Source: an optimization exercise on an open RTL-to-GDS flow (aim: small area). Production flows keep margins and buffers that such runs may drop. RTL that was checked went through simulation tests only; none was proved equivalent to the original. No activity file was given, so power comes from the tool's default toggle rates.

// msop_core
module msop_core (
    input  wire        clk,
    input  wire        rst,
    output wire [7:0]  imem_addr,
    input  wire [63:0] imem_data,
    output wire        dmem_re,
    output wire        dmem_we,
    output wire [7:0]  dmem_addr,
    output wire [31:0] dmem_wdata,
    input  wire [31:0] dmem_rdata,
    output wire        halted,
    output wire        aborted,
    output wire [1:0]  abort_cause,
    input  wire [3:0]  dbg_sel,
    output wire [31:0] dbg_val
);
Settings: LEC_CHECK=0, CAP_MARGIN=20, CORE_MARGIN=2, CORE_UTILIZATION=55, PLACE_DENSITY=0.7, SLEW_MARGIN=20; clock period 13.0 ns.
standard.sh (not shown) runs the stock make flow with config.mk's settings and CLKGATE_MAP_FILE= SYNTH_SCRIPT=/design/flow/synth_recipe.tcl, a recipe that flattens the netlist after the stock synthesis.
==> flow/flow/run.sh <==
#!/bin/bash
# Own layout flow: the standard flow (standard.sh: ORFS with the standard flow's
# synthesis script, floorplan, power grid, placement and routing) with three
# changes, none of which touches the registers or the constraints:
#  - ABC maps the logic with an area-oriented script (flow/abc_map.script)
#    in place of ORFS's delay-oriented one; ORFS's scripts are copied here
#    and only abc_speed.script is replaced;
#  - each port gets the smallest buffer, buf_1, instead of the default one;
#  - the clock tree uses larger sink clusters and no dummy loads.
# The make output goes to flow.log here; ORFS keeps each step's log under orfs/logs.
set -euo pipefail
rm -rf scripts
cp -r "$FLOW_HOME/scripts" scripts
cp flow/abc_map.script scripts/abc_speed.script
export SCRIPTS_DIR="$PWD/scripts"
export BUFFER_PORTS_ARGS="-buffer_cell sky130_fd_sc_hd__buf_1"
export CTS_ARGS="-sink_clustering_enable -repair_clock_nets -dont_use_dummy_load -sink_clustering_size 28 -sink_clustering_max_diameter 100"
bash standard.sh finish > flow.log 2>&1
==> flow/flow/abc_map.script <==
strash
dc2
dch -f
amap -F 4 -A 10
topo
Then changed:
--- a/flow/design.v
+++ b/flow/design.v
@@ -71,41 +71,40 @@
     end
     reg        xa1, xa2, s_in;
     reg        selD, selI, inv, cin;
     reg        bsrc, wen, selM;
     wire [31:0] XA  = (A & {32{xa1}}) | ({A[30:0], 1'b0} & {32{xa2}}) | {31'd0, s_in};
     wire [31:0] XBr = (D & {32{selD}}) | (imm & {32{selI}}) | (dmem_rdata & {32{selM}});
     wire [31:0] XB  = XBr ^ {32{inv}};
     wire [32:0] c;        
     wire [31:0] u;        
     wire [32:0] t;        
     wire [31:0] S;
-    wire [7:0]  cb;       
+    wire [3:0]  cb;       
     genvar gi;
     generate
         for (gi = 0; gi < 32; gi = gi + 1) begin : g_add
-            wire cin_i = (gi == 0) ? cin : (gi % 4 == 0) ? 1'b0 : c[gi];
+            wire cin_i = (gi == 0) ? cin : (gi % 8 == 0) ? 1'b0 : c[gi];
             assign u[gi]   = XA[gi] ^ XB[gi] ^ cin_i;
             assign c[gi+1] = (XA[gi] & XB[gi]) | (cin_i & (XA[gi] ^ XB[gi]));
-            wire t_i = (gi % 4 == 0) ? 1'b1 : t[gi];
+            wire t_i = (gi % 8 == 0) ? 1'b1 : t[gi];
             assign t[gi+1] = t_i & u[gi];
-            if (gi < 4) assign S[gi] = u[gi];
-            else        assign S[gi] = u[gi] ^ (cb[gi/4] & t_i);
-        end
-        for (gi = 1; gi < 8; gi = gi + 1) begin : g_cb
-            if (gi == 1) assign cb[gi] = c[4];
-            else         assign cb[gi] = c[4*gi] | (cb[gi-1] & t[4*gi]);
+            if (gi < 8) assign S[gi] = u[gi];
+            else        assign S[gi] = u[gi] ^ (cb[gi/8] & t_i);
         end
     endgenerate
     assign t[0]  = 1'b1;
     assign cb[0] = cin;
+    assign cb[1] = c[8];
+    assign cb[2] = c[16] | (cb[1] & t[16]);
+    assign cb[3] = c[24] | (cb[2] & t[24]);
     wire s_z  = ~|XBr;
     wire s_n  = XBr[31];
     wire a_ok = ~|A[31:10];
     reg taken;
     always @(*) begin
         case (op[2:0])
             3'd5: taken = s_z;              
             3'd6: taken = ~s_n;             
             3'd7: taken = s_n | s_z;        
             3'd0: taken = ~s_n & ~s_z;      
             default: taken = s_n;           
Effect: Design area is higher slightly; power went up slightly; worst setup slack degrades by 1.1 ns; wire length grows by a few percent; final cell count rose slightly; utilization climbs by 0.60 points; critical path depth is higher by 9; via count climbs slightly; sequential cell count is unchanged; hold slack got worse by 0.013 ns; clock power is about the same; die area is about the same; register-to-register slack got worse by 1.2 ns.
The RTL of the first run of this note was laid out without a check of its function.

* * *

Another version of the RTL of msop_core (not shown whole).
Size in the first run: roughly 1600 cells after synthesis.
clock: 13.0 ns
lec_check: 0
cap_margin: 20
core_margin: 2
core_utilization: 40
place_density: 0.6
slew_margin: 20
Scripts as last shown in full above: flow/flow/run.sh, flow/flow/abc_map.script
The baseline produced a clean layout.
Change:
--- a/flow/design.v
+++ b/flow/design.v
@@ -33,19 +33,18 @@
     reg  [7:0]   pc;
     reg  [3:0]   k;
     reg  [511:0] ringn;
     wire [511:0] ring = ~ringn;
     reg  [31:0]  An, B;
     wire [31:0]  A = ~An;
     reg          lap;
     reg          qn;
     reg  [3:0]   rpos;            
-    reg          mk;              
     wire [31:0] R = ring[511:480];
     wire [4:0]  op  = imem_data[63:59];
     wire [3:0]  fa  = imem_data[57:54];
     wire [3:0]  fb  = imem_data[52:49];
     wire [3:0]  fc  = imem_data[47:44];
     wire [31:0] imm = imem_data[31:0];
     wire is_ar   = ~op[4] & ~op[3];               
     wire is_mul  = is_ar & (op[1:0] == 2'd0);
     wire is_div  = is_ar & (op[1:0] == 2'd3);
@@ -54,18 +53,19 @@
     wire is_mem  = (op[4:2] == 3'b010);           
     wire is_ld   = is_mem & ~op[0];
     wire is_st   = is_mem & op[0];
     wire is_set  = (op == 5'd12);
     wire is_br   = (op >= 5'd13) && (op <= 5'd17);
     wire is_ret  = (op == 5'd18);
     wire regform = is_mem ? op[1] : (is_ar & op[2]);
     wire [3:0] kn  = k - 4'd1;
     wire       k0  = (k == 4'd0);
+    wire       mk  = (k == fa);       
     wire        stopped = (state == ST_HALT) || (state == ST_ABT1) || (state == ST_ABT2);
     wire [3:0]  pos = stopped ? dbg_sel + ~k : rpos;
     reg  [31:0] D;
     integer i;
     always @(*) begin
         D = 32'd0;
         for (i = 0; i < 16; i = i + 1)
             D = D | (ring[i*32 +: 32] & {32{pos == i[3:0]}});
     end
@@ -197,19 +197,18 @@
     always @(posedge clk) begin
         ringn <= ~{ring[479:0], wen ? S : R};
         An <= ~S;
         B <= {B[30:0], bsrc ? A[31] : ~S[31]};
         if (state == ST_C1) qn <= XBr[31];
         else if (state == ST_C2) qn <= qn ^ D[31];
         if (state != ST_XF && state != ST_IT && state != ST_MV) lap <= 1'b0;
         else if (k0) lap <= ~lap;
         rpos  <= rsel + ~kn;
-        mk    <= (kn == fa);
         if (rst) begin
             state <= ST_CLR;
             pc    <= 8'd0;
             k     <= 4'd15;
         end else begin
             state <= nstate;
             k     <= kn;
             if (pc_adv) pc <= (is_br & taken) ? target : pc + 8'd1;
         end
Clock power goes down slightly; maximum frequency goes up by a few percent; global-route usage goes down by 0.18 points; final cell count is about the same; worst setup slack is better by 0.31 ns; design area hardly moves; area after synthesis barely changes; wire length goes down slightly.

* * *

## v6
Another version of the RTL of msop_core (not shown whole).
Size: ~1500 cells after synthesis, roughly 590 flip-flops, ~190 I/O pins, roughly 0.018 mm2 of cells after synthesis.
## msop_core
module msop_core (
    input  wire        clk,
    input  wire        rst,
    output wire [7:0]  imem_addr,
    input  wire [63:0] imem_data,
    output wire        dmem_re,
    output wire        dmem_we,
    output wire [7:0]  dmem_addr,
    output wire [31:0] dmem_wdata,
    input  wire [31:0] dmem_rdata,
    output wire        halted,
    output wire        aborted,
    output wire [1:0]  abort_cause,
    input  wire [3:0]  dbg_sel,
    output wire [31:0] dbg_val
);
clock: 13.0 ns
lec_check: 0
cap_margin: 20
core_margin: 2
core_utilization: 40
place_density: 0.6
slew_margin: 20
==> flow/flow/run.sh <==
#!/bin/bash
# Own layout flow: the standard flow (standard.sh: ORFS with the standard flow's
# synthesis script, floorplan, power grid, placement and routing) with three
# changes, none of which touches the registers or the constraints:
#  - ABC maps the logic with an area-oriented script (flow/abc_map.script)
#    in place of ORFS's delay-oriented one; ORFS's scripts are copied here
#    and only abc_speed.script is replaced;
#  - each port gets the smallest buffer, buf_1, instead of the default one;
#  - the clock tree uses larger sink clusters and no dummy loads.
# The make output goes to flow.log here; ORFS keeps each step's log under orfs/logs.
set -euo pipefail
rm -rf scripts
cp -r "$FLOW_HOME/scripts" scripts
cp flow/abc_map.script scripts/abc_speed.script
export SCRIPTS_DIR="$PWD/scripts"
export BUFFER_PORTS_ARGS="-buffer_cell sky130_fd_sc_hd__buf_1"
export CTS_ARGS="-sink_clustering_enable -repair_clock_nets -dont_use_dummy_load -sink_clustering_size 16 -sink_clustering_max_diameter 100 -buf_list {sky130_fd_sc_hd__clkbuf_8}"
bash standard.sh finish > flow.log 2>&1
Scripts as last shown in full above: flow/flow/abc_map.script
What v7 does differently from v6 at the input level:
--- a/flow/design.v
+++ b/flow/design.v
@@ -13,12 +13,13 @@
     output wire [1:0]  abort_cause,
     input  wire [3:0]  dbg_sel,
     output wire [31:0] dbg_val
 );
     localparam ST_CLR  = 4'd0;    
     localparam ST_FET  = 4'd1;    
+    localparam ST_DEC  = 4'd2;    
     localparam ST_C1   = 4'd3;    
     localparam ST_C2   = 4'd4;    
     localparam ST_XW   = 4'd5;    
     localparam ST_XF   = 4'd6;    
     localparam ST_IT   = 4'd7;    
     localparam ST_MV   = 4'd8;    
@@ -34,12 +35,13 @@
     reg  [511:0] ringn;
     wire [511:0] ring = ~ringn;
     reg  [31:0]  An, B;
     wire [31:0]  A = ~An;
     reg          lap;
     reg          qn;
+    reg  [3:0]   rpos;            
     wire [31:0] R = ring[511:480];
     wire [4:0]  op  = imem_data[63:59];
     wire [3:0]  fa  = imem_data[57:54];
     wire [3:0]  fb  = imem_data[52:49];
     wire [3:0]  fc  = imem_data[47:44];
     wire [31:0] imm = imem_data[31:0];
@@ -56,16 +58,13 @@
     wire is_ret  = (op == 5'd18);
     wire regform = is_mem ? op[1] : (is_ar & op[2]);
     wire [3:0] kn  = k - 4'd1;
     wire       k0  = (k == 4'd0);
     wire       mk  = (k == fa);       
     wire        stopped = (state == ST_HALT) || (state == ST_ABT1) || (state == ST_ABT2);
-    wire [3:0]  rsel = stopped ? dbg_sel :
-                       (state == ST_C2) ? (is_br ? fa : fb) :
-                       (state == ST_PA) ? fa : fc;
-    wire [3:0]  pos = rsel + ~k;
+    wire [3:0]  pos = stopped ? dbg_sel + ~k : rpos;
     reg  [31:0] D;
     integer i;
     always @(*) begin
         D = 32'd0;
         for (i = 0; i < 16; i = i + 1)
             D = D | (ring[i*32 +: 32] & {32{pos == i[3:0]}});
@@ -124,13 +123,14 @@
         nstate = state; pc_adv = 1'b0; re = 1'b0; we = 1'b0;
         case (state)
             ST_CLR: begin
                 xa1 = 1'b0; wen = 1'b1;
                 if (k0) nstate = ST_FET;
             end
-            ST_FET: nstate = ST_C1;
+            ST_FET: nstate = ST_DEC;
+            ST_DEC: nstate = ST_C1;
             ST_C1: begin
                 xa1 = 1'b0; selD = regform; selI = ~regform;
                 inv = is_sub; cin = is_sub;
                 if (is_ret) nstate = ST_HALT;
                 else if (is_div & s_z) nstate = ST_ABT1;
                 else nstate = ST_C2;
@@ -189,20 +189,23 @@
                     wen = 1'b1; pc_adv = 1'b1; nstate = ST_FET;
                 end
             end
             default: ;
         endcase
     end
+    wire [3:0] rsel = (nstate == ST_C2) ? (is_br ? fa : fb) :
+                      (nstate == ST_PA) ? fa : fc;
     always @(posedge clk) begin
         ringn <= ~{ring[479:0], wen ? S : R};
         An <= ~S;
         B <= {B[30:0], bsrc ? A[31] : ~S[31]};
         if (state == ST_C1) qn <= XBr[31];
         else if (state == ST_C2) qn <= qn ^ D[31];
         if (state != ST_XF && state != ST_IT && state != ST_MV) lap <= 1'b0;
         else if (k0) lap <= ~lap;
+        rpos  <= rsel + ~kn;
         if (rst) begin
             state <= ST_CLR;
             pc    <= 8'd0;
             k     <= 4'd15;
         end else begin
             state <= nstate;
### Flow results
- On v7: share of the clock period used by the worst path after layout is 4.5 points lower than what v6 gave.
- v7 ends up with a met3 track demand over resource in global routing that is 0.19 points higher than in v6.
- v6 -> v7: floorplan core area increased slightly
- On xor/xnor share of the synthesized area, v7 and v6 are neck and neck.
- Proportion of cell area occupied by multi-input gates delta (v7 -> v6): insignificant
- Between v6 and v7, clock period minus worst slack decreased.
- Diff v6 -> v7 | core utilization | decrease of 0.34 points
- The setup slack of v7 is larger than that of v6.
The RTL of v6 was laid out without a check of its function.

## what the ideal ports hide
In the flow no input, the clock included, has a driving cell. The finished layouts below were timed again as built, in two steps.
Step 1 sets driving cells, clkbuf_16 on the clock port and buf_2 on the other inputs (assumed; they add their load-dependent delay and slew).
Step 2 times the ports against the registers' clock, not the clock port: input delays grow and output delays shrink by t, the midpoint of the rising clock arrivals with the driver on.
Slacks: ideal / step 1 / step 2; pairs: ideal / step 1.
| run | shift t [ns] | slack for setup (ns) | hold WS [ns] |
|---|---|---|---|
| the first run of note 1 | 0.611 | 1.964 / 1.995 / 1.383 | 0.320 / 0.320 / 0.320 |
| the second run of note 1 | 0.605 | 0.831 / 0.857 / 0.252 | 0.307 / 0.307 / 0.307 |
| the first run of note 2 | 0.604 | 0.881 / 0.906 / 0.302 | 0.314 / 0.314 / 0.314 |
| the second run of note 2 | 0.609 | 1.186 / 1.217 / 0.608 | 0.301 / 0.301 / 0.301 |
| v6 | 0.629 | 0.711 / 0.741 / 0.112 | 0.295 / 0.295 / 0.295 |
| v7 | 0.625 | 1.298 / 1.324 / 0.699 | 0.306 / 0.306 / 0.306 |
After both steps every run listed still meets setup and hold.
